This design comes from an exercise in tuning for small area on the open sky130 flow, not from production work. At most, simulation tests tie the RTL to the original design; equivalence was not proved. Function not checked in run 1: the RTL went through the layout flow alone. Power is estimated from default activity; no workload was simulated.

## flow/design.v

```verilog
module fc_tx (
    input  wire        clk,
    input  wire        rst,
    input  wire        cmd_valid,
    output wire        cmd_ready,
    input  wire [7:0]  cmd_id,
    input  wire [15:0] cmd_len,      
    input  wire        ack_valid,
    output wire        ack_ready,
    input  wire [7:0]  ack_seq,
    input  wire [7:0]  ack_type,
    input  wire        ack_short,    
    input  wire        pl_valid,
    output wire        pl_ready,
    input  wire [7:0]  pl_data,
    output wire        tx_valid,
    input  wire        tx_ready,
    output reg  [7:0]  tx_data,
    output wire [3:0]  tx_err
);
    localparam [7:0] CTL_SOF = 8'h02;
    localparam [7:0] CTL_ACK = 8'h06;
    localparam [7:0] MT_CMD  = 8'hA0;
    localparam [7:0] LEN_ESC = 8'h82;
    localparam [15:0] CK_SEED = 16'h5725;
    localparam [3:0] T_IDLE  = 4'd0,
                     T_SOF   = 4'd1,
                     T_SEQ   = 4'd2,
                     T_TYPE  = 4'd3,
                     T_LEN0  = 4'd4,
                     T_LENHI = 4'd5,
                     T_LENLO = 4'd6,
                     T_ID    = 4'd7,
                     T_PAY   = 4'd8,
                     T_CKLO  = 4'd9,
                     T_CKHI  = 4'd10;
    reg [3:0]  state;
    reg        is_ack;
    reg [7:0]  seq_ctr;     
    reg [7:0]  f_a;         
    reg [15:0] f_len;       
    reg [15:0] acc;
    reg        par;
    reg        err7, err8;
    assign tx_err = {err8, err7, err7, err7};
    wire idle = (state == T_IDLE);
    assign ack_ready = idle;
    assign cmd_ready = idle && !ack_valid;
    wire ack_fire = ack_valid && ack_ready;
    wire cmd_fire = cmd_valid && cmd_ready;
    wire ext_len = |f_len[15:8];
    assign tx_valid = !idle && (state != T_PAY || pl_valid);
    assign pl_ready = (state == T_PAY) && tx_ready;
    wire   tx_fire  = tx_valid && tx_ready;
    always @(*) begin
        case (state)
            T_SOF:   tx_data = is_ack ? CTL_ACK : CTL_SOF;
            T_SEQ:   tx_data = is_ack ? f_a : seq_ctr;
            T_TYPE:  tx_data = is_ack ? f_len[7:0] : MT_CMD;
            T_LEN0:  tx_data = ext_len ? LEN_ESC : f_len[7:0];
            T_LENHI: tx_data = f_len[15:8];
            T_LENLO: tx_data = f_len[7:0];
            T_ID:    tx_data = f_a;
            T_PAY:   tx_data = pl_data;
            T_CKLO:  tx_data = acc[7:0];
            T_CKHI:  tx_data = acc[15:8];
            default: tx_data = 8'h00;
        endcase
    end
    wire body_byte = (state == T_SEQ) || (state == T_TYPE) || (state == T_LEN0) ||
                     (state == T_LENHI) || (state == T_LENLO) || (state == T_ID) ||
                     (state == T_PAY);
    always @(posedge clk) begin
        if (rst) begin
            state   <= T_IDLE;
            seq_ctr <= 8'd0;
            err7    <= 1'b0;
            err8    <= 1'b0;
        end else begin
            err7 <= 1'b0;
            err8 <= 1'b0;
            if (idle) begin
                if (ack_fire) begin
                    if (ack_short) begin
                        err7 <= 1'b1;             
                    end else begin
                        is_ack     <= 1'b1;
                        f_a        <= ack_seq;
                        f_len[7:0] <= ack_type;
                        acc        <= CK_SEED;
                        par        <= 1'b0;
                        state      <= T_SOF;
                    end
                end else if (cmd_fire) begin
                    if (cmd_len == 16'hFFFF) begin
                        err8 <= 1'b1;             
                    end else begin
                        is_ack  <= 1'b0;
                        f_a     <= cmd_id;
                        f_len   <= cmd_len + 16'd1;
                        acc     <= CK_SEED;
                        par     <= 1'b0;
                        state   <= T_SOF;
                    end
                end
            end else if (tx_fire) begin
                if (body_byte) begin
                    if (!par) acc[15:8] <= acc[15:8] ^ tx_data;
                    else      acc[7:0]  <= acc[7:0]  ^ tx_data;
                    par <= ~par;
                end
                case (state)
                    T_SOF:   state <= T_SEQ;
                    T_SEQ: begin
                        if (!is_ack) seq_ctr <= seq_ctr + 8'd1;
                        state <= T_TYPE;
                    end
                    T_TYPE:  state <= is_ack ? T_CKLO : T_LEN0;
                    T_LEN0:  state <= ext_len ? T_LENHI : T_ID;
                    T_LENHI: state <= T_LENLO;
                    T_LENLO: state <= T_ID;
                    T_ID:    state <= (f_len == 16'd1) ? T_CKLO : T_PAY;
                    T_PAY: begin
                        f_len <= f_len - 16'd1;
                        if (f_len == 16'd2) state <= T_CKLO;
                    end
                    T_CKLO:  state <= T_CKHI;
                    T_CKHI:  state <= T_IDLE;
                    default: state <= T_IDLE;
                endcase
            end
        end
    end
endmodule
module fc_rx (
    input  wire        clk,
    input  wire        rst,
    input  wire        open_req,
    input  wire        close_req,
    input  wire        in_valid,
    output wire        in_ready,
    input  wire [7:0]  in_data,
    output wire        q_valid,
    input  wire        q_pop,
    output wire        q_sentinel,
    output wire [7:0]  q_ctl,
    output wire [7:0]  q_seq,
    output wire [7:0]  q_mtype,
    output wire [15:0] q_len,
    output wire [15:0] q_cksum,
    input  wire [3:0]  q_idx,
    output wire [7:0]  q_byte,
    output reg  [2:0]  ev_code,
    output wire        rx_closed,
    output reg         fault
);
    localparam [7:0] CTL_SOF = 8'h02;
    localparam [7:0] CTL_EOT = 8'h04;
    localparam [7:0] CTL_ACK = 8'h06;
    localparam [7:0] LEN_ESC = 8'h82;
    localparam [15:0] CK_SEED = 16'h5725;
    localparam [2:0] EV_NONE = 3'd0, EV_EMIT = 3'd1, EV_SENTINEL = 3'd2,
                     EV_BAD_MTYPE = 3'd3, EV_BAD_CKSUM = 3'd4,
                     EV_ZERO_LEN = 3'd5, EV_OVERFLOW = 3'd6;
    localparam [3:0] S_CLOSED = 4'd0,
                     S_SEEK   = 4'd1,
                     S_HSEQ   = 4'd2,
                     S_HTYPE  = 4'd3,
                     S_LEN0   = 4'd4,
                     S_LENHI  = 4'd5,
                     S_LENLO  = 4'd6,
                     S_BODY   = 4'd7,
                     S_CKLO   = 4'd8,
                     S_CKHI   = 4'd9,
                     S_FAULT  = 4'd10;
    reg [3:0]  state;
    reg        open_flag;
    reg        r_sof, r_c6k, r_c6;
    reg [7:0]  r_seq;
    reg [1:0]  r_mt;
    reg [15:0] r_len, r_cnt, r_acc;
    reg        r_par, r_cklo_ok;
    reg [127:0] buf_q;      
    reg        qs [0:7];
    reg [2:0]  head, tail;
    reg [3:0]  count;
    reg [170:0] ring [0:7];     
    reg [2:0]   ph;
    reg         pend;           
    reg [2:0]   pslot;
    wire [2:0]   hpos  = head + ph;
    wire         byp   = pend && (pslot == head);
    wire [170:0] rhd   = ring[hpos];
    wire [42:0]  hhd   = byp ? {r_c6, r_mt, r_seq, r_len, r_acc} : rhd[170:128];
    wire [127:0] dhd   = rhd[127:0];
    wire [1:0]   hmt   = hhd[41:40];
    assign q_valid    = (count != 4'd0);
    assign q_sentinel = qs[head];
    assign q_seq      = hhd[39:32];
    assign q_len      = hhd[31:16];
    assign q_cksum    = hhd[15:0];
    assign q_mtype    = {1'b1, 1'b0, 1'b1, hmt[1], hmt[1], 1'b0, hmt[1], hmt[1] | hmt[0]};
    wire   len_nz     = |q_len;
    assign q_ctl      = {5'd0, ~len_nz, len_nz | hhd[42], 1'b0};
    assign q_byte     = byp ? buf_q[q_idx*8 +: 8] : dhd[q_idx*8 +: 8];
    wire pop_fire = q_pop && q_valid;
    wire q_space  = !count[3] || pop_fire;
    assign in_ready  = (state == S_SEEK && open_flag) ||
                       (state != S_SEEK && state != S_CLOSED && state != S_FAULT);
    assign rx_closed = (state == S_CLOSED);
    wire in_fire = in_valid && in_ready;
    wire ctl_ok   = (in_data == CTL_SOF) || (in_data == CTL_EOT) || (in_data == CTL_ACK);
    wire is_a1    = (in_data == 8'hA1);
    wire is_bb    = (in_data == 8'hBB);
    wire mtype_ok = (in_data == 8'hA0) || is_a1 || is_bb;
    wire [15:0] acc_next = r_par ? {r_acc[15:8], r_acc[7:0] ^ in_data}
                                 : {r_acc[15:8] ^ in_data, r_acc[7:0]};
    wire ck_match = r_cklo_ok && (in_data == r_acc[15:8]);
    wire push_frame = (state == S_CKHI) && in_fire && ck_match &&
                      !(r_sof && r_len == 16'd0) && q_space;
    wire push_sent  = (state == S_SEEK) && !open_flag && q_space;
    wire push       = push_frame || push_sent;
    always @(posedge clk) begin
        if (rst) begin
            state     <= S_CLOSED;
            open_flag <= 1'b0;
            fault     <= 1'b0;
            ev_code   <= EV_NONE;
        end else begin
            ev_code <= EV_NONE;
            if (close_req)
                open_flag <= 1'b0;
            case (state)
                S_CLOSED: begin
                    if (open_req) begin
                        state <= S_SEEK;
                        if (!close_req) open_flag <= 1'b1;
                    end
                end
                S_SEEK: begin
                    if (!open_flag) begin
                        if (q_space) begin
                            ev_code <= EV_SENTINEL;
                            state   <= S_CLOSED;
                        end else begin
                            ev_code <= EV_OVERFLOW;
                            fault   <= 1'b1;
                            state   <= S_FAULT;
                        end
                    end else if (in_fire && ctl_ok) begin
                        r_sof <= (in_data == CTL_SOF);
                        r_c6k <= (in_data == CTL_ACK);
                        state <= S_HSEQ;
                    end
                end
                S_HSEQ: if (in_fire) begin
                    r_cnt[7:0] <= in_data;
                    state      <= S_HTYPE;
                end
                S_HTYPE: if (in_fire) begin
                    r_seq <= r_cnt[7:0];
                    r_c6  <= r_c6k;
                    r_mt  <= {is_bb, is_a1};
                    r_len <= 16'd0;
                    r_acc <= CK_SEED ^ {r_cnt[7:0], in_data};
                    r_par <= 1'b0;
                    if (!mtype_ok) begin
                        ev_code <= EV_BAD_MTYPE;
                        state   <= S_SEEK;
                    end else if (r_sof)
                        state <= S_LEN0;
                    else
                        state <= S_CKLO;
                end
                S_LEN0: if (in_fire) begin
                    r_acc <= acc_next;
                    r_par <= ~r_par;
                    r_cnt <= 16'd0;
                    if (in_data == LEN_ESC)
                        state <= S_LENHI;
                    else begin
                        r_len <= {8'h00, in_data};
                        state <= (in_data == 8'h00) ? S_CKLO : S_BODY;
                    end
                end
                S_LENHI: if (in_fire) begin
                    r_acc <= acc_next;
                    r_par <= ~r_par;
                    r_len <= {in_data, 8'h00};
                    state <= S_LENLO;
                end
                S_LENLO: if (in_fire) begin
                    r_acc <= acc_next;
                    r_par <= ~r_par;
                    r_len <= {r_len[15:8], in_data};
                    state <= ({r_len[15:8], in_data} == 16'd0) ? S_CKLO : S_BODY;
                end
                S_BODY: if (in_fire) begin
                    r_acc <= acc_next;
                    r_par <= ~r_par;
                    r_cnt <= r_cnt + 16'd1;
                    if (r_cnt + 16'd1 == r_len)
                        state <= S_CKLO;
                end
                S_CKLO: if (in_fire) begin
                    r_cklo_ok <= (in_data == r_acc[7:0]);
                    state     <= S_CKHI;
                end
                S_CKHI: if (in_fire) begin
                    if (!ck_match) begin
                        ev_code <= EV_BAD_CKSUM;
                        state   <= S_SEEK;
                    end else if (r_sof && r_len == 16'd0) begin
                        ev_code <= EV_ZERO_LEN;
                        state   <= S_SEEK;
                    end else if (!q_space) begin
                        ev_code <= EV_OVERFLOW;
                        fault   <= 1'b1;
                        state   <= S_FAULT;
                    end else begin
                        ev_code <= EV_EMIT;
                        state   <= S_SEEK;
                    end
                end
                S_FAULT: ;
                default: state <= S_CLOSED;
            endcase
        end
    end
    always @(posedge clk) begin
        if (state == S_BODY && in_fire && r_cnt[15:4] == 12'd0)
            buf_q[r_cnt[3:0]*8 +: 8] <= in_data;
    end
    always @(posedge clk) begin
        if (rst) begin
            head  <= 3'd0;
            tail  <= 3'd0;
            count <= 4'd0;
        end else begin
            if (push)
                tail <= tail + 3'd1;
            if (pop_fire)
                head <= head + 3'd1;
            if (push && !pop_fire)
                count <= count + 4'd1;
            else if (pop_fire && !push)
                count <= count - 4'd1;
        end
    end
    always @(posedge clk) begin
        if (push)
            qs[tail] <= push_sent;
    end
    wire [2:0] islot = push_frame ? tail : pslot;
    wire [2:0] ipos  = islot + ph + 3'd1;
    wire       want  = push_frame || pend;
    wire       ins   = want && (ipos[1:0] == 2'd0);
    wire       ins0  = ins && !ipos[2];
    wire       ins4  = ins &&  ipos[2];
    always @(posedge clk) begin
        if (rst) begin
            ph   <= 3'd0;
            pend <= 1'b0;
        end else begin
            ph   <= ph + 3'd1;
            pend <= want && !ins;
        end
        if (push_frame)
            pslot <= tail;
    end
    wire [170:0] rnew = {r_c6, r_mt, r_seq, r_len, r_acc, buf_q};
    integer p;
    always @(posedge clk) begin
        ring[0] <= ins0 ? rnew : ring[7];
        ring[4] <= ins4 ? rnew : ring[3];
        for (p = 1; p < 8; p = p + 1)
            if (p != 4) ring[p] <= ring[p-1];
    end
endmodule
module frame_codec (
    input  wire        clk,
    input  wire        rst,
    input  wire        cmd_valid,
    output wire        cmd_ready,
    input  wire [7:0]  cmd_id,
    input  wire [15:0] cmd_len,
    input  wire        ack_valid,
    output wire        ack_ready,
    input  wire [7:0]  ack_seq,
    input  wire [7:0]  ack_type,
    input  wire        ack_short,
    input  wire        pl_valid,
    output wire        pl_ready,
    input  wire [7:0]  pl_data,
    output wire        tx_valid,
    input  wire        tx_ready,
    output wire [7:0]  tx_data,
    output wire [3:0]  tx_err,
    input  wire        open_req,
    input  wire        close_req,
    input  wire        in_valid,
    output wire        in_ready,
    input  wire [7:0]  in_data,
    output wire        q_valid,
    input  wire        q_pop,
    output wire        q_sentinel,
    output wire [7:0]  q_ctl,
    output wire [7:0]  q_seq,
    output wire [7:0]  q_mtype,
    output wire [15:0] q_len,
    output wire [15:0] q_cksum,
    input  wire [3:0]  q_idx,
    output wire [7:0]  q_byte,
    output wire [2:0]  ev_code,
    output wire        rx_closed,
    output wire        fault
);
    fc_tx u_tx (
        .clk(clk), .rst(rst),
        .cmd_valid(cmd_valid), .cmd_ready(cmd_ready), .cmd_id(cmd_id), .cmd_len(cmd_len),
        .ack_valid(ack_valid), .ack_ready(ack_ready), .ack_seq(ack_seq),
        .ack_type(ack_type), .ack_short(ack_short),
        .pl_valid(pl_valid), .pl_ready(pl_ready), .pl_data(pl_data),
        .tx_valid(tx_valid), .tx_ready(tx_ready), .tx_data(tx_data),
        .tx_err(tx_err)
    );
    fc_rx u_rx (
        .clk(clk), .rst(rst),
        .open_req(open_req), .close_req(close_req),
        .in_valid(in_valid), .in_ready(in_ready), .in_data(in_data),
        .q_valid(q_valid), .q_pop(q_pop), .q_sentinel(q_sentinel),
        .q_ctl(q_ctl), .q_seq(q_seq), .q_mtype(q_mtype), .q_len(q_len),
        .q_cksum(q_cksum), .q_idx(q_idx), .q_byte(q_byte),
        .ev_code(ev_code), .rx_closed(rx_closed), .fault(fault)
    );
endmodule
```

## flow/run.sh

```bash
#!/bin/bash
# synth_recipe.tcl (not shown) runs the flow's synth.tcl, then flattens the netlist and writes it again
# the make line also repeats each setting of config.mk as NAME=value (left out here)
make -C /OpenROAD-flow-scripts/flow DESIGN_CONFIG=/design/flow/config.mk WORK_HOME=/design/flow/orfs CLKGATE_MAP_FILE= SYNTH_SCRIPT=/design/flow/synth_recipe.tcl finish
```

## flow/config.mk

```make
export PLATFORM = sky130hd
export DESIGN_NAME = frame_codec
export DESIGN_NICKNAME = frame_codec
export VERILOG_FILES = /design/flow/design.v
export SDC_FILE = /design/flow/constraint.sdc
export NUM_CORES = 4
export LEC_CHECK = 0
export CAP_MARGIN = 20
export CORE_MARGIN = 2
export CORE_UTILIZATION = 55
export CTS_BUF_LIST = sky130_fd_sc_hd__clkbuf_4
export CTS_CLUSTER_SIZE = 30
export SLEW_MARGIN = 20
```

## flow/constraint.sdc

```tcl
create_clock -name core_clock -period 10.0 [get_ports {clk}]
set_input_delay 2.0000 -clock core_clock [delete_from_list [all_inputs] [get_ports {clk}]]
set_output_delay 2.0000 -clock core_clock [all_outputs]
set_load 0.01 [all_outputs]
```

==> out/qor.yml, run 1 <==
wl_met1_um: 88000
synthFlopType: "dfxtp_1"
ctsResizeCount: 0
cts.clk_slew.worst_paths_ps: 60
avgRoutedWirePerCell_um: 28.5
grt_max_degree: 129
slew_violations: 0
fmax_ghz: 0.110
wl_met3_um: 21000
drt-total-wl_um: 209000
ys_warn_count: 3
nets: 5696
htree_num_levels: 5
area_growth_pct: 13.6
drc: 0
async_flop_share: 0
grt_first_pass_wirelength_um: 303000
root_buffer: "clkbuf_4"
endpoint_kind: "output port"
dieArea_mm2: 0.111
dp_hpwl_um: 132000
tightestPinTransition_ps: 1260
r2r_slack_ps: 4420
antenna_left: 0
place.gp.congestion: 0.925
cts_buffer_depth: 4
regArea_mm2: 0.0355
cp_max_fo: 41
grt_usage: 0.368
irDropWorstVdd_uv: 190
critPathArrivalTime_ps: 7110
fin_skew_ps: 114
r2r-end: "u_rx.ring[0][132]$_DFF_P_"
ys_seq_area_frac: 0.595
finish.instance_area_mm2: 0.0678
synthesis.area_mm2: 0.0597
p_leak_uw: 0.0265
clk_latency_ps: 1280
hp-class: "register to register"
initial_core_util: 0.556
post_cts_buffers: 0
post-route-min-period_ps: 9110
max_cap_viol_count: 0
period_share: 0.911
synth.distinct_cells: 92
die_w_um: 333
drt_iter0_drc: 5428
syn_inst: 5274
reg2regPathDepth: 14
hold_depth: 0
synth.avg_cell_area_um2: 11.3
multi_input_area_mm2: 0.0225
fin_cells: 7312
p_total_uw: 17400
r2r_start: "u_rx.r_acc[10]$_DFFE_PP_"
top_layer_used: "met5"
cts_tree: "yes"
synth_seq_cells: 1652
ios: 159
core-area_mm2: 0.107
maxSlewHeadroom: 0.159
firstDrtPassIters: 9
cts_hold_buf: 0
tns_ps: 0
place_area_mm2: 0.0624
hold_end: "u_rx.ring[3][129]$_DFF_P_"
rsz0062_at_grt: "no"
die_y_um: 333
viasPerCell: 6.34
drive_gt1_frac: 0.208
setup_viol: 0
clkSinkCount: 1652
numCtsBuffers: 426
synth_edf_count: 241
hold_start: "u_rx.ring[2][129]$_DFF_P_"
grt.overflow.total: 0
grt_pass1_vias: 45100
worstPathRequired_ps: 8000
antenna_found_initial: 10
num_rows: 120
met2WireLength_um: 90400
n_fill_cell: 8984
vias: 46300
port_buffers: 148
worst-setup-path-type: "register to output port"
place_inst: 6580
cp-start-kind: "register"
p_per_area_mw_per_mm2: 256
outcome: "finished clean"
hold_viol: 0
cell usage in the layout (no fill, tap or decap), drive strengths merged, types with 17 or more instances in the layout:
master         instances
inv                   64
xor2                  48
nor4                  22
xnor2                 47
clkdlybuf4s50        145
dfxtp               1411
edfxtp               241
o2111ai               18
clkinv                77
nand3                113
and3                  29
buf                  119
a221oi                63
a21oi                244
a22o                  86
o221ai                32
mux4                  44
nand4                 31
mux2                 442
nor2                 322
nor2b                 21
a31oi                 58
a2111oi               18
nand2                427
nor3                  89
nand2b                18
o211ai                41
o21ai                348
a22oi                 91
or3                   19
ha                    17
a211oi                56
o22ai                 78
mux2i                133
clkbuf               633
worst max-delay path, stage by stage, from the launching register on:
cell and delay (ps):
dfxtp_1 420, ha_4 150, inv_1 40, fa_4 1290, nand2b_1 460, buf_4 440, nor2_4 140, buf_4 640
a21oi_1 160, nor3_1 190, nor2_1 150, o311ai_0 1000, clkdlybuf4s50_1 700
registers in the layout (all words and copies together), names as in the netlist, 8 cells and up, named ones only:
| name | cells |
|---|---|
| u_rx.ring | 1368 |
| u_rx.buf_q | 128 |
| u_rx.r_acc | 16 |
| u_rx.r_cnt | 16 |
| u_rx.r_len | 16 |
| u_tx.acc | 16 |
| u_tx.f_len | 16 |
| u_rx.qs | 8 |
| u_rx.r_seq | 8 |
| u_tx.f_a | 8 |
| u_tx.seq_ctr | 8 |
worst max-delay path by stage:
stage	startpoint	slack [ps]	end
2_1_floorplan	in_valid	140	u_rx.buf_q[0]$_DFFE_PP_
3_3_place_gp	q_idx[0]	2050	q_byte[0]
3_5_place_dp	q_idx[0]	2040	q_byte[0]
4_1_cts	u_rx.ph[0]$_SDFF_PP0_	800	q_ctl[2]
5_1_grt	u_rx.ph[0]$_SDFF_PP0_	770	q_byte[5]
6_report	u_rx.ph[0]$_SDFF_PP0_	890	q_byte[4]
metrics by stage:
step,setup slack [ps],hold slack (ps),utilization
6_report,892,281,0.631
5_1_grt,769,287,0.631
4_1_cts,799,274,0.631
3_5_place_dp,2040,329,0.582
3_3_place_gp,2050,326,0.582
2_1_floorplan,144,323,-
synth_stat cells (86+ instances only):
library cell	instances	area [um2]
nand2_1	427	1600
clkbuf_1	181	679
o21ai_0	340	1700
edfxtp_1	241	7240
mux2i_1	133	1330
buf_2	94	470
nor2_1	320	1200
nor3_1	89	445
a22oi_1	91	683
a22o_1	86	753
dfxtp_1	1411	28200
nand3_1	112	561
mux2_2	349	3930
mux2_1	91	1020
a21oi_1	244	1220
final cells by class:
| type | count | area share |
|---|---|---|
| flip-flops and latches | 1652 | 0.524 |
| multi-input cells | 3196 | 0.332 |
| clock buffers | 633 | 0.0701 |
| repair buffers | 264 | 0.0360 |
| well taps | 1403 | 0.0259 |
| clock inverters | 84 | 0.00768 |
| inverters | 66 | 0.00369 |
| diodes | 14 | 0.000517 |
cell families (layout without fill, tap and decap cells):
family,count (synthesis),count (layout),synth area share
simple gates,1156,1156,0.0874
compound gates,1294,1294,0.144
xor+xnor,97,97,0.0147
other cells,2,24,0.000126
flops,1652,1652,0.595
fa+ha+maj,20,20,0.00440
buf+inv,434,1047,0.0325
mux,619,619,0.122
power breakdown:
group	switching (uW)	internal (uW)
clock network	2690	3020
logic	3180	1440
registers	162	6880
total	6040	11300
metal layers:
layer  track usage  vias up
met1         0.507    22700
li1              -    20300
met3        0.0906      558
met5             0        -
met2         0.549     2766
met4         0.165       10
==> run 2, diff against run 1 <==
--- a/flow/design.v
+++ b/flow/design.v
@@ -190,10 +190,40 @@
     reg [2:0]   pslot;
     wire [2:0]   hpos  = head + ph;
     wire         byp   = pend && (pslot == head);
-    wire [170:0] rhd   = ring[hpos];
-    wire [42:0]  hhd   = byp ? {r_c6, r_mt, r_seq, r_len, r_acc} : rhd[170:128];
-    wire [127:0] dhd   = rhd[127:0];
+    wire [8:0]   hsel;
+    genvar gi, gb;
+    generate
+        for (gi = 0; gi < 8; gi = gi + 1) begin : g_hsel
+            assign hsel[gi] = !byp && (hpos == gi);
+        end
+    endgenerate
+    assign hsel[8] = byp;
+    wire [170:0] rnew = {r_c6, r_mt, r_seq, r_len, r_acc, buf_q};
+    wire [170:0] rhd;
+    generate
+        for (gb = 0; gb < 171; gb = gb + 1) begin : g_rd
+            fc_sel9 u_sel (
+                .s(hsel),
+                .d({rnew[gb], ring[7][gb], ring[6][gb], ring[5][gb], ring[4][gb],
+                    ring[3][gb], ring[2][gb], ring[1][gb], ring[0][gb]}),
+                .y(rhd[gb]));
+        end
+    endgenerate
+    wire [42:0]  hhd   = rhd[170:128];
     wire [1:0]   hmt   = hhd[41:40];
+    wire [15:0]  isel;
+    generate
+        for (gi = 0; gi < 16; gi = gi + 1) begin : g_isel
+            assign isel[gi] = (q_idx == gi);
+        end
+        for (gb = 0; gb < 8; gb = gb + 1) begin : g_byte
+            wire [15:0] col;
+            for (gi = 0; gi < 16; gi = gi + 1) begin : g_col
+                assign col[gi] = rhd[8*gi + gb];
+            end
+            fc_sel16 u_sel (.s(isel), .d(col), .y(q_byte[gb]));
+        end
+    endgenerate
     assign q_valid    = (count != 4'd0);
     assign q_sentinel = qs[head];
     assign q_seq      = hhd[39:32];
@@ -202,7 +232,6 @@
     assign q_mtype    = {1'b1, 1'b0, 1'b1, hmt[1], hmt[1], 1'b0, hmt[1], hmt[1] | hmt[0]};
     wire   len_nz     = |q_len;
     assign q_ctl      = {5'd0, ~len_nz, len_nz | hhd[42], 1'b0};
-    assign q_byte     = byp ? buf_q[q_idx*8 +: 8] : dhd[q_idx*8 +: 8];
     wire pop_fire = q_pop && q_valid;
     wire q_space  = !count[3] || pop_fire;
     assign in_ready  = (state == S_SEEK && open_flag) ||
@@ -216,6 +245,9 @@
     wire [15:0] acc_next = r_par ? {r_acc[15:8], r_acc[7:0] ^ in_data}
                                  : {r_acc[15:8] ^ in_data, r_acc[7:0]};
     wire ck_match = r_cklo_ok && (in_data == r_acc[15:8]);
+    wire [1:0]  c_mt   = r_cnt[9:8];
+    wire [7:0]  c_type = {1'b1, 1'b0, 1'b1, c_mt[1], c_mt[1], 1'b0, c_mt[1], c_mt[1] | c_mt[0]};
+    wire [15:0] c_acc  = CK_SEED ^ {r_cnt[7:0], c_type};
     wire push_frame = (state == S_CKHI) && in_fire && ck_match &&
                       !(r_sof && r_len == 16'd0) && q_space;
     wire push_sent  = (state == S_SEEK) && !open_flag && q_space;
@@ -258,12 +290,7 @@
                     state      <= S_HTYPE;
                 end
                 S_HTYPE: if (in_fire) begin
-                    r_seq <= r_cnt[7:0];
-                    r_c6  <= r_c6k;
-                    r_mt  <= {is_bb, is_a1};
-                    r_len <= 16'd0;
-                    r_acc <= CK_SEED ^ {r_cnt[7:0], in_data};
-                    r_par <= 1'b0;
+                    r_cnt[9:8] <= {is_bb, is_a1};
                     if (!mtype_ok) begin
                         ev_code <= EV_BAD_MTYPE;
                         state   <= S_SEEK;
@@ -273,8 +300,11 @@
                         state <= S_CKLO;
                 end
                 S_LEN0: if (in_fire) begin
-                    r_acc <= acc_next;
-                    r_par <= ~r_par;
+                    r_seq <= r_cnt[7:0];
+                    r_c6  <= r_c6k;
+                    r_mt  <= c_mt;
+                    r_acc <= c_acc ^ {in_data, 8'h00};
+                    r_par <= 1'b1;
                     r_cnt <= 16'd0;
                     if (in_data == LEN_ESC)
                         state <= S_LENHI;
@@ -303,8 +333,17 @@
                         state <= S_CKLO;
                 end
                 S_CKLO: if (in_fire) begin
-                    r_cklo_ok <= (in_data == r_acc[7:0]);
-                    state     <= S_CKHI;
+                    if (r_sof)
+                        r_cklo_ok <= (in_data == r_acc[7:0]);
+                    else begin
+                        r_seq     <= r_cnt[7:0];
+                        r_c6      <= r_c6k;
+                        r_mt      <= c_mt;
+                        r_len     <= 16'd0;
+                        r_acc     <= c_acc;
+                        r_cklo_ok <= (in_data == c_acc[7:0]);
+                    end
+                    state <= S_CKHI;
                 end
                 S_CKHI: if (in_fire) begin
                     if (!ck_match) begin
@@ -327,9 +366,12 @@
             endcase
         end
     end
+    wire buf_wr = (state == S_BODY) && in_fire && (r_cnt[15:4] == 12'd0);
+    integer k;
     always @(posedge clk) begin
-        if (state == S_BODY && in_fire && r_cnt[15:4] == 12'd0)
-            buf_q[r_cnt[3:0]*8 +: 8] <= in_data;
+        for (k = 0; k < 16; k = k + 1)
+            if (buf_wr && r_cnt[3:0] == k)
+                buf_q[8*k +: 8] <= in_data;
     end
     always @(posedge clk) begin
         if (rst) begin
@@ -351,32 +393,79 @@
         if (push)
             qs[tail] <= push_sent;
     end
-    wire [2:0] islot = push_frame ? tail : pslot;
-    wire [2:0] ipos  = islot + ph + 3'd1;
-    wire       want  = push_frame || pend;
-    wire       ins   = want && (ipos[1:0] == 2'd0);
-    wire       ins0  = ins && !ipos[2];
-    wire       ins4  = ins &&  ipos[2];
+    reg s0, n0, s4, n4;
+    wire       ins    = s0 || s4;
+    wire       wait_n = push_frame || (pend && !ins);
+    wire [2:0] wslot  = push_frame ? tail : pslot;
+    wire [2:0] wpos   = wslot + ph + 3'd2;    
+    wire       at0    = wait_n && (wpos == 3'd0);
+    wire       at4    = wait_n && (wpos == 3'd4);
     always @(posedge clk) begin
         if (rst) begin
             ph   <= 3'd0;
             pend <= 1'b0;
+            s0   <= 1'b0;
+            n0   <= 1'b1;
+            s4   <= 1'b0;
+            n4   <= 1'b1;
         end else begin
             ph   <= ph + 3'd1;
-            pend <= want && !ins;
+            pend <= wait_n;
+            s0   <= at0;
+            n0   <= !at0;
+            s4   <= at4;
+            n4   <= !at4;
         end
         if (push_frame)
             pslot <= tail;
     end
-    wire [170:0] rnew = {r_c6, r_mt, r_seq, r_len, r_acc, buf_q};
     integer p;
     always @(posedge clk) begin
-        ring[0] <= ins0 ? rnew : ring[7];
-        ring[4] <= ins4 ? rnew : ring[3];
+        ring[0] <= ({171{s0}} & rnew) | ({171{n0}} & ring[7]);
+        ring[4] <= ({171{s4}} & rnew) | ({171{n4}} & ring[3]);
         for (p = 1; p < 8; p = p + 1)
             if (p != 4) ring[p] <= ring[p-1];
     end
 endmodule
+module fc_aoi222 (
+    input  wire [2:0] a,
+    input  wire [2:0] b,
+    output wire       y
+);
+    assign y = ~|(a & b);
+endmodule
+module fc_aoi22 (
+    input  wire [1:0] a,
+    input  wire [1:0] b,
+    output wire       y
+);
+    assign y = ~|(a & b);
+endmodule
+module fc_sel9 (
+    input  wire [8:0] s,
+    input  wire [8:0] d,
+    output wire       y
+);
+    wire [2:0] t;
+    fc_aoi222 u0 (.a(s[2:0]), .b(d[2:0]), .y(t[0]));
+    fc_aoi222 u1 (.a(s[5:3]), .b(d[5:3]), .y(t[1]));
+    fc_aoi222 u2 (.a(s[8:6]), .b(d[8:6]), .y(t[2]));
+    assign y = ~&t;
+endmodule
+module fc_sel16 (
+    input  wire [15:0] s,
+    input  wire [15:0] d,
+    output wire        y
+);
+    wire [5:0] t;
+    fc_aoi222 u0 (.a(s[2:0]),   .b(d[2:0]),   .y(t[0]));
+    fc_aoi222 u1 (.a(s[5:3]),   .b(d[5:3]),   .y(t[1]));
+    fc_aoi222 u2 (.a(s[8:6]),   .b(d[8:6]),   .y(t[2]));
+    fc_aoi222 u3 (.a(s[11:9]),  .b(d[11:9]),  .y(t[3]));
+    fc_aoi22  u4 (.a(s[13:12]), .b(d[13:12]), .y(t[4]));
+    fc_aoi22  u5 (.a(s[15:14]), .b(d[15:14]), .y(t[5]));
+    assign y = ~&t;
+endmodule
 module frame_codec (
     input  wire        clk,
     input  wire        rst,
==> flow/flow/run.sh (new file) <==
#!/bin/bash
# Layout: the standard flow (standard.sh, its synthesis unchanged), with
# two changes to how the layout is built:
#  - clock tree: clkbuf_4 buffers driving sink clusters of up to 8 registers,
#    and no dummy loads (the default tree pads every level with them);
#  - each port gets the smallest buffer, buf_1, instead of clkdlybuf4s50_1.
# The make output goes to standard.log; each ORFS step keeps its own log
# under orfs/logs.
set -euo pipefail
export CTS_ARGS="-sink_clustering_enable -repair_clock_nets -dont_use_dummy_load -buf_list {sky130_fd_sc_hd__clkbuf_4} -sink_clustering_size 8 -sink_clustering_max_diameter 50"
export BUFFER_PORTS_ARGS="-buffer_cell sky130_fd_sc_hd__buf_1"
bash standard.sh > standard.log 2>&1
==> flow/standard.sh (new file) <==
#!/bin/bash
# synth_recipe.tcl (not shown) runs the flow's synth.tcl, then flattens the netlist and writes it again
# the make line also repeats each setting of config.mk as NAME=value (left out here)
make -C /OpenROAD-flow-scripts/flow DESIGN_CONFIG=/design/flow/config.mk WORK_HOME=/design/flow/orfs CLKGATE_MAP_FILE= SYNTH_SCRIPT=/design/flow/synth_recipe.tcl "${@:-finish}"
--- a/flow/config.mk
+++ b/flow/config.mk
@@ -8,6 +8,5 @@
 export CAP_MARGIN = 20
 export CORE_MARGIN = 2
 export CORE_UTILIZATION = 55
-export CTS_BUF_LIST = sky130_fd_sc_hd__clkbuf_4
-export CTS_CLUSTER_SIZE = 30
 export SLEW_MARGIN = 20
+export SYNTH_HIERARCHICAL = 1
removed: flow/run.sh
==> out/qor.yml, run 2 <==
outcome: "finished clean"  # unchanged
synth_seq_cells: 1656  # was 1652
grt_usage: 0.310  # was 0.368
tightestPinTransition_ps: 1150  # was 1260 ps
numCtsBuffers: 226  # was 426
finish.instance_area_mm2: 0.0554  # was 0.0678 mm2
worst-setup-path-type: "register to output port"  # unchanged
ys_warn_count: 9  # was 3
avgRoutedWirePerCell_um: 29.1  # was 28.5 um
hold_viol: 0  # unchanged
max_cap_viol_count: 0  # unchanged
synthFlopType: "dfxtp_1"  # unchanged
place_inst: 5084  # was 6580
ios: 159  # unchanged
p_per_area_mw_per_mm2: 216  # was 256 mW/mm2
firstDrtPassIters: 10  # was 9
synth_edf_count: 241  # unchanged
post-route-min-period_ps: 7620  # was 9110 ps
core-area_mm2: 0.0932  # was 0.107 mm2
root_buffer: "clkbuf_4"  # unchanged
place_area_mm2: 0.0536  # was 0.0624 mm2
area_growth_pct: 7.15  # was 13.6%
drt_iter0_drc: 6784  # was 5428
ys_seq_area_frac: 0.688  # was 0.595
antenna_left: 0  # unchanged
yosys-top-cells-area: "dfxtp_1, edfxtp_1, a222oi_1"  # was dfxtp_1, edfxtp_1, mux2_2
synth.avg_cell_area_um2: 13.6  # was 11.3 um2
ctsResizeCount: 0  # unchanged
largest_register: "u_rx.ring"  # unchanged
irDropWorstVdd_uv: 258  # was 190 uV
busiest_layer: "met2"  # unchanged
cts.clk_slew.worst_paths_ps: 90  # was 60 ps
grt_pass1_vias: 37800  # was 45100
endpoint_kind: "output port"  # unchanged
grt_first_pass_wirelength_um: 232000  # was 303000 um
setup_viol: 0  # unchanged
antenna_found_initial: 5  # was 10
mostFrequentLayoutCells: "dfxtp_1, a222oi_1, a22o_1"  # was dfxtp_1, clkbuf_4, nand2_1
syn_inst: 3804  # was 5274
fmax_ghz: 0.131  # was 0.110 GHz
yosys-top-cells-count: "dfxtp_1, a222oi_1, a22o_1, edfxtp_1, nand3_1"  # was dfxtp_1, nand2_1, mux2_2, o21ai_0, nor2_1
rsz0062_at_grt: "no"  # unchanged
period_share: 0.762  # was 0.911
drive_gt1_frac: 0.0944  # was 0.208
grt.overflow.total: 0  # unchanged
maxSlewHeadroom: 0.235  # was 0.159
hp-class: "register to register"  # unchanged
port_buffers: 148  # unchanged
post_cts_buffers: 0  # unchanged
cts_buffer_depth: 3  # was 4
yosysTopAreaCell: "dfxtp_1"  # unchanged
n_fill_cell: 7400  # was 8984
viasPerCell: 6.92  # was 6.34
grtUsageMet2: 0.503  # was 0.549
drt-total-wl_um: 155000  # was 209000 um
grt_max_degree: 144  # was 129
fin_cells: 5321  # was 7312
yosysMostFrequentCell: "dfxtp_1"  # unchanged
synthesis.area_mm2: 0.0517  # was 0.0597 mm2
clk_latency_ps: 1190  # was 1280 ps
num_rows: 112  # was 120
p_total_uw: 12000  # was 17400 uW
synth_top_area_frac: 0.548  # was 0.473
grt_use_met3: 0.0576  # was 0.0906
cp_max_fo: 132  # was 41
largest_reg_flops: 1368  # unchanged
die_y_um: 311  # was 333 um
vias: 36800  # was 46300
cts_hold_buf: 0  # unchanged
use_met1: 0.411  # was 0.507
async_flop_share: 0  # unchanged
worstPathRequired_ps: 8000  # about the same
fin_skew_ps: 99.7  # was 114 ps
dieArea_mm2: 0.0964  # was 0.111 mm2
cp-start-kind: "register"  # unchanged
dp_hpwl_um: 84600  # was 132000 um
clkSinkCount: 1656  # was 1652
tns_ps: 0  # unchanged
htree_num_levels: 4  # was 5
initial_core_util: 0.555  # was 0.556
drc: 0  # unchanged
synth.distinct_cells: 85  # was 92
nets: 4151  # was 5696
cts_tree: "yes"  # unchanged
final_common_cell: "dfxtp_1"  # unchanged
p_leak_uw: 0.0201  # was 0.0265 uW
critPathArrivalTime_ps: 5620  # was 7110 ps
place.gp.congestion: 0.882  # was 0.925
slew_violations: 0  # unchanged
die_w_um: 311  # was 333 um
run 2: kinds of logic after synthesis:
family	synth area share
xor+xnor	0.0159
other cells	0.000145
simple gates	0.0656
flops	0.688
buf+inv	0.0213
compound gates	0.193
fa+ha+maj	0.00537
mux	0.0109
run 2: path summary, 6_finish.rpt:
check / startpoint / to / slack [ps] / cells past startpoint
hold reg to reg: u_rx.ring[4][101]$_DFF_P_ / u_rx.ring[5][101]$_DFF_P_ / 270 / 0
setup reg to reg: u_rx.state[2]$_SDFFE_PP0P_ / u_rx.buf_q[124]$_DFFE_PP_ / 5740 / 6
setup / recovery: u_rx.head[0]$_SDFFE_PP0P_ / q_byte[2] / 2380 / 12
hold / removal: u_rx.ring[4][101]$_DFF_P_ / u_rx.ring[5][101]$_DFF_P_ / 270 / 0
run 2: final cells by class:
type	instances	area, um2	share of cell area
sequential	1656	35600	0.643
multi-input combinational	1929	15200	0.274
clock buffer	226	1700	0.0306
tap	1254	1570	0.0283
timing repair buffer	212	1190	0.0215
inverter	34	133	0.00240
antenna	10	25.0	0.000452
run 2: worst max-delay path, stage by stage, from the launching register on:
cell and delay (ps):
dfxtp_1 450, xnor2_1 150, nand4_1 230, inv_6 590
or2_2 360, nor2_4 50, buf_12 250, buf_4 480
a222oi_1 430, nand3_1 160, a222oi_1 760, nand3_1 220
buf_1 190
run 2: modules after synthesis (local to each module, per instance), excerpt:
module     cells inside  area (um2)  times used
fc_rx              2633       41100           1
fc_sel9               1        5.00         171
fc_tx               423        3910           1
fc_aoi222             1        10.0         545
fc_sel16              2        13.8           8
fc_aoi22              1        12.5          16
run 2: metrics by stage:
| stage | setup slack [ps] | hold WS [ps] | utilization |
|---|---|---|---|
| after global routing | 2190 | 273 | 0.594 |
| after detailed placement | 3420 | 336 | 0.575 |
| final | 2380 | 267 | 0.594 |
| after global placement | 3480 | 332 | 0.575 |
| after CTS | 2420 | 274 | 0.594 |
| after floorplan | 289 | 330 | - |
run 2: report_power, final:
| group | internal [uW] | total (uW) | switching (uW) |
|---|---|---|---|
| Clock | 1030 | 3110 | 2080 |
| Combinational | 411 | 1750 | 1340 |
| Sequential | 6910 | 7090 | 178 |
run 2: metal layers:
metal | wire length, um | share of wire
met1 | 63200 | 0.41
met2 | 72900 | 0.47
met3 | 14000 | 0.091
met4 | 4760 | 0.031
met5 | 7 | 0.000045
==> run 3, diff against run 2 <==
--- a/flow/design.v
+++ b/flow/design.v
@@ -186,24 +186,27 @@
     reg [3:0]  count;
     reg [170:0] ring [0:7];     
     reg [2:0]   ph;
-    reg         pend;           
-    reg [2:0]   pslot;
+    reg         pend, pendb;    
+    reg [2:0]   pslot, pslotb;
     wire [2:0]   hpos  = head + ph;
     wire         byp   = pend && (pslot == head);
-    wire [8:0]   hsel;
+    wire         bypb  = pendb && (pslotb == head);
+    wire [8:0]   hsel, hselb;
     genvar gi, gb;
     generate
         for (gi = 0; gi < 8; gi = gi + 1) begin : g_hsel
-            assign hsel[gi] = !byp && (hpos == gi);
+            assign hsel[gi]  = !byp && (hpos == gi);
+            assign hselb[gi] = !bypb && (hpos == gi);
         end
     endgenerate
-    assign hsel[8] = byp;
+    assign hsel[8]  = byp;
+    assign hselb[8] = bypb;
     wire [170:0] rnew = {r_c6, r_mt, r_seq, r_len, r_acc, buf_q};
     wire [170:0] rhd;
     generate
         for (gb = 0; gb < 171; gb = gb + 1) begin : g_rd
             fc_sel9 u_sel (
-                .s(hsel),
+                .s((gb >= 24 && gb < 128) ? hselb : hsel),
                 .d({rnew[gb], ring[7][gb], ring[6][gb], ring[5][gb], ring[4][gb],
                     ring[3][gb], ring[2][gb], ring[1][gb], ring[0][gb]}),
                 .y(rhd[gb]));
@@ -393,36 +396,49 @@
         if (push)
             qs[tail] <= push_sent;
     end
-    reg s0, n0, s4, n4;
-    wire       ins    = s0 || s4;
-    wire       wait_n = push_frame || (pend && !ins);
-    wire [2:0] wslot  = push_frame ? tail : pslot;
-    wire [2:0] wpos   = wslot + ph + 3'd2;    
-    wire       at0    = wait_n && (wpos == 3'd0);
-    wire       at4    = wait_n && (wpos == 3'd4);
+    localparam [170:0] PART_B = {43'd0, {104{1'b1}}, 24'd0};
+    reg s0, n0, s4, n4, sb, nb;
+    wire       push_b  = push_frame && (r_len[15:2] != 14'd0);
+    wire       wait_n  = push_frame || (pend && !(s0 || s4));
+    wire       wait_b  = push_b || (pendb && !sb);
+    wire [2:0] wpos    = (push_frame ? tail : pslot) + ph + 3'd2;   
+    wire [2:0] wposb   = (push_b ? tail : pslotb) + ph + 3'd2;      
+    wire       at0     = wait_n && (wpos == 3'd0);
+    wire       at4     = wait_n && (wpos == 3'd4);
+    wire       atb     = wait_b && (wposb == 3'd0);
     always @(posedge clk) begin
         if (rst) begin
-            ph   <= 3'd0;
-            pend <= 1'b0;
-            s0   <= 1'b0;
-            n0   <= 1'b1;
-            s4   <= 1'b0;
-            n4   <= 1'b1;
+            ph    <= 3'd0;
+            pend  <= 1'b0;
+            pendb <= 1'b0;
+            s0    <= 1'b0;
+            n0    <= 1'b1;
+            s4    <= 1'b0;
+            n4    <= 1'b1;
+            sb    <= 1'b0;
+            nb    <= 1'b1;
         end else begin
-            ph   <= ph + 3'd1;
-            pend <= wait_n;
-            s0   <= at0;
-            n0   <= !at0;
-            s4   <= at4;
-            n4   <= !at4;
+            ph    <= ph + 3'd1;
+            pend  <= wait_n;
+            pendb <= wait_b;
+            s0    <= at0;
+            n0    <= !at0;
+            s4    <= at4;
+            n4    <= !at4;
+            sb    <= atb;
+            nb    <= !atb;
         end
         if (push_frame)
             pslot <= tail;
+        if (push_b)
+            pslotb <= tail;
     end
     integer p;
     always @(posedge clk) begin
-        ring[0] <= ({171{s0}} & rnew) | ({171{n0}} & ring[7]);
-        ring[4] <= ({171{s4}} & rnew) | ({171{n4}} & ring[3]);
+        ring[0] <= (~PART_B & (({171{s0}} & rnew) | ({171{n0}} & ring[7]))) |
+                   ( PART_B & (({171{sb}} & rnew) | ({171{nb}} & ring[7])));
+        ring[4] <= (~PART_B & (({171{s4}} & rnew) | ({171{n4}} & ring[3]))) |
+                   ( PART_B & ring[3]);
         for (p = 1; p < 8; p = p + 1)
             if (p != 4) ring[p] <= ring[p-1];
     end
==> flow/flow/run.sh (replaced) <==
#!/bin/bash
# Layout: the standard flow (standard.sh, its synthesis unchanged), with
# two changes to how the layout is built:
#  - clock tree: clkbuf_4 buffers driving sink clusters of up to 9 registers,
#    and no dummy loads (the default tree pads every level with them);
#  - each port gets the smallest buffer, buf_1, instead of clkdlybuf4s50_1.
# The make output goes to standard.log; each ORFS step keeps its own log
# under orfs/logs.
set -euo pipefail
export CTS_ARGS="-sink_clustering_enable -repair_clock_nets -dont_use_dummy_load -buf_list {sky130_fd_sc_hd__clkbuf_4} -sink_clustering_size 9 -sink_clustering_max_diameter 45"
export BUFFER_PORTS_ARGS="-buffer_cell sky130_fd_sc_hd__buf_1"
bash standard.sh > standard.log 2>&1
==> out/qor.yml, run 3 <==
async_flop_share: 0  # unchanged
htree_num_levels: 4  # unchanged
busiest_layer: "met2"  # unchanged
setup_viol: 0  # unchanged
die_y_um: 309  # was 311 um
mostFrequentLayoutCells: "dfxtp_1, a222oi_1, a22o_1"  # unchanged
port_buffers: 148  # unchanged
hold_depth: 0  # unchanged
synthesis.area_mm2: 0.0511  # was 0.0517 mm2
firstDrtPassIters: 10  # unchanged
endpoint_kind: "output port"  # unchanged
synth.avg_cell_area_um2: 13.8  # was 13.6 um2
area_growth_pct: 6.97  # was 7.15%
drt_iter0_drc: 5913  # was 6784
antenna_found_initial: 4  # was 5
ios: 159  # unchanged
grt_max_degree: 105  # was 144
critPathArrivalTime_ps: 6050  # was 5620 ps
grt_first_pass_wirelength_um: 222000  # was 232000 um
cts_buffer_depth: 3  # unchanged
yosysTopAreaCell: "dfxtp_1"  # unchanged
avgRoutedWirePerCell_um: 28.3  # was 29.1 um
yosysMostFrequentCell: "dfxtp_1"  # unchanged
tightestPinTransition_ps: 1230  # was 1150 ps
grt_use_met3: 0.0549  # was 0.0576
grt_pass1_vias: 36300  # was 37800
drt-total-wl_um: 147000  # was 155000 um
num_rows: 111  # was 112
reg2regPathDepth: 6  # unchanged
tns_ps: 0  # unchanged
clkSinkCount: 1662  # was 1656
nets: 4063  # was 4151
cp_max_fo: 45  # was 132
cts_tree: "yes"  # unchanged
cp_num_buf_inv: 3  # was 4
drive_gt1_frac: 0.0986  # was 0.0944
hold_viol: 0  # unchanged
synth_seq_cells: 1662  # was 1656
grt_usage: 0.304  # was 0.310
place_inst: 5001  # was 5084
cts_hold_buf: 0  # unchanged
die_w_um: 309  # was 311 um
place.gp.congestion: 0.902  # was 0.882
largest_reg_flops: 1368  # unchanged
dp_hpwl_um: 85000  # was 84600 um
cp-start-kind: "register"  # unchanged
crit_family: "simple AND/OR/NAND/NOR gates"  # was buffers and inverters
ys_seq_area_frac: 0.698  # was 0.688
vias: 35300  # was 36800
yosys-top-cells-count: "dfxtp_1, a222oi_1, a22o_1, edfxtp_1, nand3_1"  # unchanged
period_share: 0.805  # was 0.762
ctsResizeCount: 0  # unchanged
maxSlewHeadroom: 0.175  # was 0.235
ys_warn_count: 9  # unchanged
outcome: "finished clean"  # unchanged
synth_edf_count: 241  # unchanged
antenna_left: 0  # unchanged
syn_inst: 3704  # was 3804
post_cts_buffers: 0  # unchanged
slew_violations: 0  # unchanged
largest_register: "u_rx.ring"  # unchanged
synth_top_area_frac: 0.556  # was 0.548
post-route-min-period_ps: 8050  # was 7620 ps
grt.overflow.total: 0  # unchanged
fin_cells: 5219  # was 5321
yosys-top-cells-area: "dfxtp_1, edfxtp_1, a222oi_1"  # unchanged
worst-setup-path-type: "register to output port"  # unchanged
max_cap_viol_count: 0  # unchanged
viasPerCell: 6.76  # was 6.92
fin_skew_ps: 110  # was 99.7 ps
initial_core_util: 0.556  # was 0.555
clk_latency_ps: 1180  # was 1190 ps
cts.clk_slew.worst_paths_ps: 100  # was 90 ps
worstPathRequired_ps: 8000  # about the same
root_buffer: "clkbuf_4"  # unchanged
dieArea_mm2: 0.0954  # was 0.0964 mm2
p_per_area_mw_per_mm2: 221  # was 216 mW/mm2
final_common_cell: "dfxtp_1"  # unchanged
irDropWorstVdd_uv: 168  # was 258 uV
synthFlopType: "dfxtp_1"  # unchanged
fmax_ghz: 0.124  # was 0.131 GHz
rsz0062_at_grt: "no"  # unchanged
max_stage_delay_ps: 810  # was 760 ps
grtUsageMet2: 0.502  # was 0.503
synth.distinct_cells: 95  # was 85
crit_chain: "ha_1 -> fa_1 -> xnor2_1 -> xnor2_1 -> nand2_1 -> nor2_4 -> buf_4 -> buf_4 -> a222oi_1 -> nand3_1 -> a22oi_2 -> and4_1 -> nand3_1 -> buf_1"  # was xnor2_1 -> nand4_1 -> inv_6 -> or2_2 -> nor2_4 -> buf_12 -> buf_4 -> a222oi_1 -> nand3_1 -> a222oi_1 -> nand3_1 -> buf_1
crit_cells: 14  # was 12
slowest_stage: "nor2_4"  # was a222oi_1
drc: 0  # unchanged
p_leak_uw: 0.0200  # was 0.0201 uW
n_fill_cell: 7373  # was 7400
numCtsBuffers: 207  # was 226
use_met1: 0.394  # was 0.411
core-area_mm2: 0.0919  # was 0.0932 mm2
hp-class: "register to register"  # unchanged
==> run 3: path summary, 6_finish.rpt <==
path                              start                  endpoint  slack (ps)
max           u_rx.head[0]$_SDFFE_PP0P_                 q_byte[0]        1950
min            u_rx.ring[6][20]$_DFF_P_  u_rx.ring[7][20]$_DFF_P_         260
max reg2reg  u_rx.state[2]$_SDFFE_PP0P_   u_rx.buf_q[3]$_DFFE_PP_        5270
min reg2reg    u_rx.ring[6][20]$_DFF_P_  u_rx.ring[7][20]$_DFF_P_         260
==> run 3: modules after synthesis (local to each module, per instance), excerpt <==
module / cells inside / times used / cell area, um2 / flops+latches
fc_sel16: 2 / 8 / 13.8 / 0
fc_aoi22: 1 / 16 / 12.5 / 0
fc_aoi222: 1 / 545 / 10.0 / 0
fc_rx: 2550 / 1 / 40500 / 1606
fc_sel9: 1 / 171 / 5.00 / 0
fc_tx: 406 / 1 / 4000 / 56
==> run 3: layer usage <==
| layer | share of wire | up-vias |
|---|---|---|
| li1 | - | 15400 |
| met1 | 0.40 | 17600 |
| met2 | 0.48 | 1938 |
| met3 | 0.082 | 346 |
| met4 | 0.035 | 2 |
| met5 | 0.000075 | - |
==> run 3: cell families (layout without fill, tap and decap cells) <==
family,count (synthesis),count (layout),share of synthesized area
mux,54,54,0.0117
buf+inv,212,466,0.0209
other cells,2,20,0.000147
flops,1662,1662,0.698
xor+xnor,99,99,0.0176
simple gates,669,669,0.0679
fa+ha+maj,24,24,0.00617
compound gates,982,982,0.178
==> run 3: per-stage QoR <==
stage	hold WS, ps	utilization	worst slack (ps)	total power [uW]	cell area [um2]
floorplan	330	-	97.1	8400	51200
global placement	331	0.577	3140	9220	53100
detailed placement	335	0.578	3100	9240	53100
CTS	265	0.595	1830	12100	54700
global route	263	0.595	1630	12600	54700
finish	265	0.595	1950	12100	54700
==> run 3: layout make-up <==
cell class                      count  area, um2  area share
Inverter                           38        145     0.00265
Tap cell                         1243       1560      0.0284
Clock buffer                      207       1550      0.0284
Multi-Input combinational cell   1838      14600       0.267
Sequential cell                  1662      35700       0.653
Antenna cell                       10       25.0    0.000457
Timing Repair Buffer              221       1140      0.0208
==> run 3: power by group <==
part           switching, uW  leakage (uW)  internal, uW
Clock                   2040      0.000952           946
Combinational           1490       0.00535           489
Sequential               190        0.0137          6950
==> run 4, diff against run 3 <==
--- a/flow/design.v
+++ b/flow/design.v
@@ -181,7 +181,7 @@
     reg [15:0] r_len, r_cnt, r_acc;
     reg        r_par, r_cklo_ok;
     reg [127:0] buf_q;      
-    reg        qs [0:7];
+    reg [7:0]  qs;              
     reg [2:0]  head, tail;
     reg [3:0]  count;
     reg [170:0] ring [0:7];     
@@ -394,7 +394,8 @@
     end
     always @(posedge clk) begin
         if (push)
-            qs[tail] <= push_sent;
+            for (k = 0; k < 8; k = k + 1)
+                if (tail == k) qs[k] <= push_sent;
     end
     localparam [170:0] PART_B = {43'd0, {104{1'b1}}, 24'd0};
     reg s0, n0, s4, n4, sb, nb;
@@ -412,22 +413,19 @@
             pend  <= 1'b0;
             pendb <= 1'b0;
             s0    <= 1'b0;
-            n0    <= 1'b1;
             s4    <= 1'b0;
-            n4    <= 1'b1;
             sb    <= 1'b0;
-            nb    <= 1'b1;
         end else begin
             ph    <= ph + 3'd1;
             pend  <= wait_n;
             pendb <= wait_b;
             s0    <= at0;
-            n0    <= !at0;
             s4    <= at4;
-            n4    <= !at4;
             sb    <= atb;
-            nb    <= !atb;
         end
+        n0 <= !at0;
+        n4 <= !at4;
+        nb <= !atb;
         if (push_frame)
             pslot <= tail;
         if (push_b)
==> flow/flow/run.sh (replaced) <==
#!/bin/bash
# Layout: the standard flow (standard.sh with synth_recipe.tcl), with
# three changes to how the layout is built:
#  - technology mapping: ORFS's scripts are copied into scripts/ here and the
#    ABC script that synthesis runs (abc_speed.script) is replaced by
#    flow/abc_area.script, an area-recovering mapping without ABC's buffering
#    and gate upsizing (placement repairs the nets that need buffers). The
#    registers are mapped by dfflibmap before ABC runs, so they are the
#    standard synthesis's;
#  - clock tree: clkbuf_4 buffers driving sink clusters of up to 9 registers,
#    and no dummy loads (the default tree pads every level with them);
#  - each port gets the smallest buffer, buf_1, instead of clkdlybuf4s50_1.
# The make output goes to standard.log; each ORFS step keeps its own log
# under orfs/logs.
set -euo pipefail
rm -rf scripts
cp -r "$FLOW_HOME/scripts" scripts
cp flow/abc_area.script scripts/abc_speed.script
export SCRIPTS_DIR="$PWD/scripts"
export CTS_ARGS="-sink_clustering_enable -repair_clock_nets -dont_use_dummy_load -buf_list {sky130_fd_sc_hd__clkbuf_4} -sink_clustering_size 9 -sink_clustering_max_diameter 45"
export BUFFER_PORTS_ARGS="-buffer_cell sky130_fd_sc_hd__buf_1"
bash standard.sh > standard.log 2>&1
==> flow/flow/abc_area.script (new file) <==
strash
&get -n
&fraig -x
&put
scorr
dc2
dretime
strash
&get -n
&dch -f
&nf -R 1000
&put
--- a/flow/config.mk
+++ b/flow/config.mk
@@ -9,4 +9,3 @@
 export CORE_MARGIN = 2
 export CORE_UTILIZATION = 55
 export SLEW_MARGIN = 20
-export SYNTH_HIERARCHICAL = 1
==> out/qor.yml, run 4 <==
outcome: "finished clean"  # unchanged
postLayoutCoreUtil: 0.598  # was 0.595
synth_top_area_frac: 0.573  # was 0.556
drt_iter0_drc: 6567  # was 5913
hold_start: "u_rx.ring[1][41]$_DFF_P_"  # was u_rx.ring[6][20]$_DFF_P_
drt-total-wl_um: 149000  # was 147000 um
setup_viol: 0  # unchanged
cp_max_fo: 44  # was 45
grt_first_pass_wirelength_um: 223000  # was 222000 um
ctsResizeCount: 0  # unchanged
grt_usage: 0.316  # was 0.304
synthesis.area_mm2: 0.0496  # was 0.0511 mm2
dieArea_mm2: 0.0925  # was 0.0954 mm2
grt_pass1_vias: 36000  # was 36300
yosysTopAreaCell: "dfxtp_1"  # unchanged
clkSinkCount: 1659  # was 1662
htree_num_levels: 4  # unchanged
place.gp.congestion: 0.909  # was 0.902
final_common_cell: "dfxtp_1"  # unchanged
p_leak_uw: 0.0186  # was 0.0200 uW
whs_ps: 263  # was 265 ps
fmax_ghz: 0.126  # was 0.124 GHz
finalWorstSetupSlack_ps: 2090  # was 1950 ps
cts.clk_slew.worst_paths_ps: 90  # was 100 ps
grt_max_degree: 105  # unchanged
crit_chain: "ha_1 -> clkinv_1 -> fa_1 -> xor2_1 -> xnor2_1 -> nand2_1 -> nor2_4 -> buf_4 -> a222oi_1 -> a31oi_1 -> nor4_1 -> nand4_1 -> buf_1"  # was ha_1 -> fa_1 -> xnor2_1 -> xnor2_1 -> nand2_1 -> nor2_4 -> buf_4 -> buf_4 -> a222oi_1 -> nand3_1 -> a22oi_2 -> and4_1 -> nand3_1 -> buf_1
ys_warn_count: 3  # was 9
antenna_found_initial: 5  # was 4
endpoint_kind: "output port"  # unchanged
numCtsBuffers: 207  # unchanged
worst-setup-path-type: "register to output port"  # unchanged
synth_seq_cells: 1659  # was 1662
async_flop_share: 0  # unchanged
nets: 4017  # was 4063
clk_latency_ps: 1150  # was 1180 ps
hold_end: "u_rx.ring[2][41]$_DFF_P_"  # was u_rx.ring[7][20]$_DFF_P_
largest_register: "u_rx.ring"  # unchanged
post-route-min-period_ps: 7910  # was 8050 ps
ys_seq_area_frac: 0.719  # was 0.698
syn_inst: 3541  # was 3704
viasPerCell: 6.92  # was 6.76
cts_buffer_depth: 3  # unchanged
tns_ps: 0  # unchanged
hp-class: "register to register"  # unchanged
synth.distinct_cells: 57  # was 95
maxSlewHeadroom: 0.236  # was 0.175
avgRoutedWirePerCell_um: 29.3  # was 28.3 um
hold_depth: 0  # unchanged
r2r_start: "u_rx.r_acc[13]$_DFFE_PP_"  # was u_rx.state[2]$_SDFFE_PP0P_
dp_hpwl_um: 88000  # was 85000 um
die_w_um: 304  # was 309 um
worstPathRequired_ps: 8000  # about the same
synth.avg_cell_area_um2: 14.0  # was 13.8 um2
antenna_left: 0  # unchanged
slew_violations: 0  # unchanged
die_y_um: 304  # was 309 um
tightestPinTransition_ps: 1140  # was 1230 ps
multi_input_area_mm2: 0.0135  # was 0.0146 mm2
ios: 159  # unchanged
max_stage_delay_ps: 730  # was 810 ps
r2r-end: "u_rx.count[3]$_SDFFE_PP0P_"  # was u_rx.buf_q[3]$_DFFE_PP_
firstDrtPassIters: 11  # was 10
cts_hold_buf: 0  # unchanged
port_buffers: 148  # unchanged
r2r_slack_ps: 5070  # was 5270 ps
post_cts_buffers: 0  # unchanged
hold_viol: 0  # unchanged
root_buffer: "clkbuf_4"  # unchanged
cp-start-kind: "register"  # unchanged
area_growth_pct: 8.06  # was 6.97%
fin_skew_ps: 104  # was 110 ps
p_per_area_mw_per_mm2: 229  # was 221 mW/mm2
p_total_uw: 12300  # was 12100 uW
reg2regPathDepth: 15  # was 6
cts_tree: "yes"  # unchanged
n_fill_cell: 6985  # was 7373
pre_cts_slack_ps: 3090  # was 3100 ps
grt.overflow.total: 0  # unchanged
mostFrequentLayoutCells: "dfxtp_1, a222oi_1, edfxtp_1"  # was dfxtp_1, a222oi_1, a22o_1
yosys-top-cells-area: "dfxtp_1, edfxtp_1, a222oi_1"  # unchanged
initial_core_util: 0.553  # was 0.556
core-area_mm2: 0.0896  # was 0.0919 mm2
drive_gt1_frac: 0.0840  # was 0.0986
synth_edf_count: 241  # unchanged
synthFlopType: "dfxtp_1"  # unchanged
slowest_stage: "buf_4"  # was nor2_4
drc: 0  # unchanged
irDropWorstVdd_uv: 171  # was 168 uV
period_share: 0.791  # was 0.805
yosysMostFrequentCell: "dfxtp_1"  # unchanged
max_cap_viol_count: 0  # unchanged
regArea_mm2: 0.0356  # was 0.0357 mm2
yosys-top-cells-count: "dfxtp_1, a222oi_1, edfxtp_1, a22o_1, nand2_1"  # was dfxtp_1, a222oi_1, a22o_1, edfxtp_1, nand3_1
vias: 35300  # about the same
largest_reg_flops: 1368  # unchanged
rsz0062_at_grt: "no"  # unchanged
critPathArrivalTime_ps: 5910  # was 6050 ps
num_rows: 110  # was 111
[run 4: final cells by class]
class                      instances  area share
antenna                           10    0.000467
clock buffer                     207      0.0290
inverter                          41     0.00287
multi-input combinational       1784       0.252
sequential                      1659       0.666
tap                             1176      0.0275
timing repair buffer             224      0.0223
[run 4: per-stage QoR]
stage | cells | instance area, um2
floorplan | 3549 | 49600
global placement | 4882 | 51900
detailed placement | 4884 | 52000
CTS | 5091 | 53500
global route | 5100 | 53500
finish | 5101 | 53500
[run 4: cell families (layout without fill, tap and decap cells)]
family	after synthesis	after routing	share of synthesized area
flops	1659	1659	0.719
compound gates	1096	1096	0.189
simple gates	564	564	0.0557
buf+inv	106	472	0.0130
xor+xnor	78	78	0.0138
fa+ha+maj	29	29	0.00763
mux	7	7	0.00192
other cells	2	20	0.000152
[run 4: report_power, final]
part	total, uW	internal [uW]	switching (uW)	leakage (uW)
clock	2970	946	2030	0.000952
combinational	2180	456	1730	0.00403
sequential	7110	6950	166	0.0136
[run 4: metal layers]
layer / GRT usage / wire length [um] / share of wire / vias to the layer above
met5: 0 / 0 / 0 / -
li1: - / - / - / 15200
met2: 0.517 / 70800 / 0.47 / 2278
met1: 0.411 / 58900 / 0.39 / 17500
met4: 0.145 / 5740 / 0.038 / 0
met3: 0.0555 / 13900 / 0.093 / 350
[run 4: how the worst max path moves through the flow]
stage                           end  slack [ps]  cells after the start                       from
after global placement    q_byte[6]        3160                     11  u_rx.head[2]$_SDFFE_PP0P_
final                     q_byte[0]        2090                     13  u_rx.head[0]$_SDFFE_PP0P_
after floorplan           q_byte[6]         570                      9  u_rx.head[0]$_SDFFE_PP0P_
after detailed placement  q_byte[6]        3090                      8                   q_idx[1]
after CTS                 q_byte[6]        2040                     11  u_rx.head[2]$_SDFFE_PP0P_
after global routing      q_byte[0]        1860                     13  u_rx.head[0]$_SDFFE_PP0P_
[run 4: worst max-delay path, delay by kind of cell, from the launching register on]
kind                     cells  cell delay [ps]
AO/OA/AOI/OAI                2              810
XOR/XNOR                     2              520
adder cells (fa/ha/maj)      2              600
buffers and inverters        3             1010
flip-flops                   1              520
AND/OR/NAND/NOR              4             1360

## what the ideal ports hide
Ports are ideal in the flow. The routed layouts listed here were re-timed in OpenROAD. Step 1, drivers: a clkbuf_16 drives clk and a buf_2 each remaining input, both assumed. Step 2 moves the port delays by t, midway between the first and last clock arrival at a register: inputs arrive t later, outputs are due t later. That takes back most of the time a late clock gives input paths. Slacks: no drivers / after step 1 / after step 2; pairs: no drivers / after step 1.
| run | t, ns | setup WS [ns] | worst hold slack (ns) | worst setup path at the end | latest minus earliest clock arrival (ns) |
|---|---|---|---|---|---|
| run 1 | 1.297 | 0.892 / 0.825 / 1.893 | 0.281 / 0.281 / 0.281 | input to output | 0.133 / 0.132 |
| run 2 | 1.208 | 2.382 / 2.315 / 3.523 | 0.267 / 0.267 / 0.267 | register to output | 0.107 / 0.108 |
| run 3 | 1.183 | 1.952 / 1.888 / 3.070 | 0.265 / 0.265 / 0.265 | register to output | 0.129 / 0.129 |
| run 4 | 1.171 | 2.093 / 2.026 / 3.069 | 0.263 / 0.263 / 0.263 | input to output | 0.132 / 0.133 |
After both steps setup and hold are still met in every run listed.
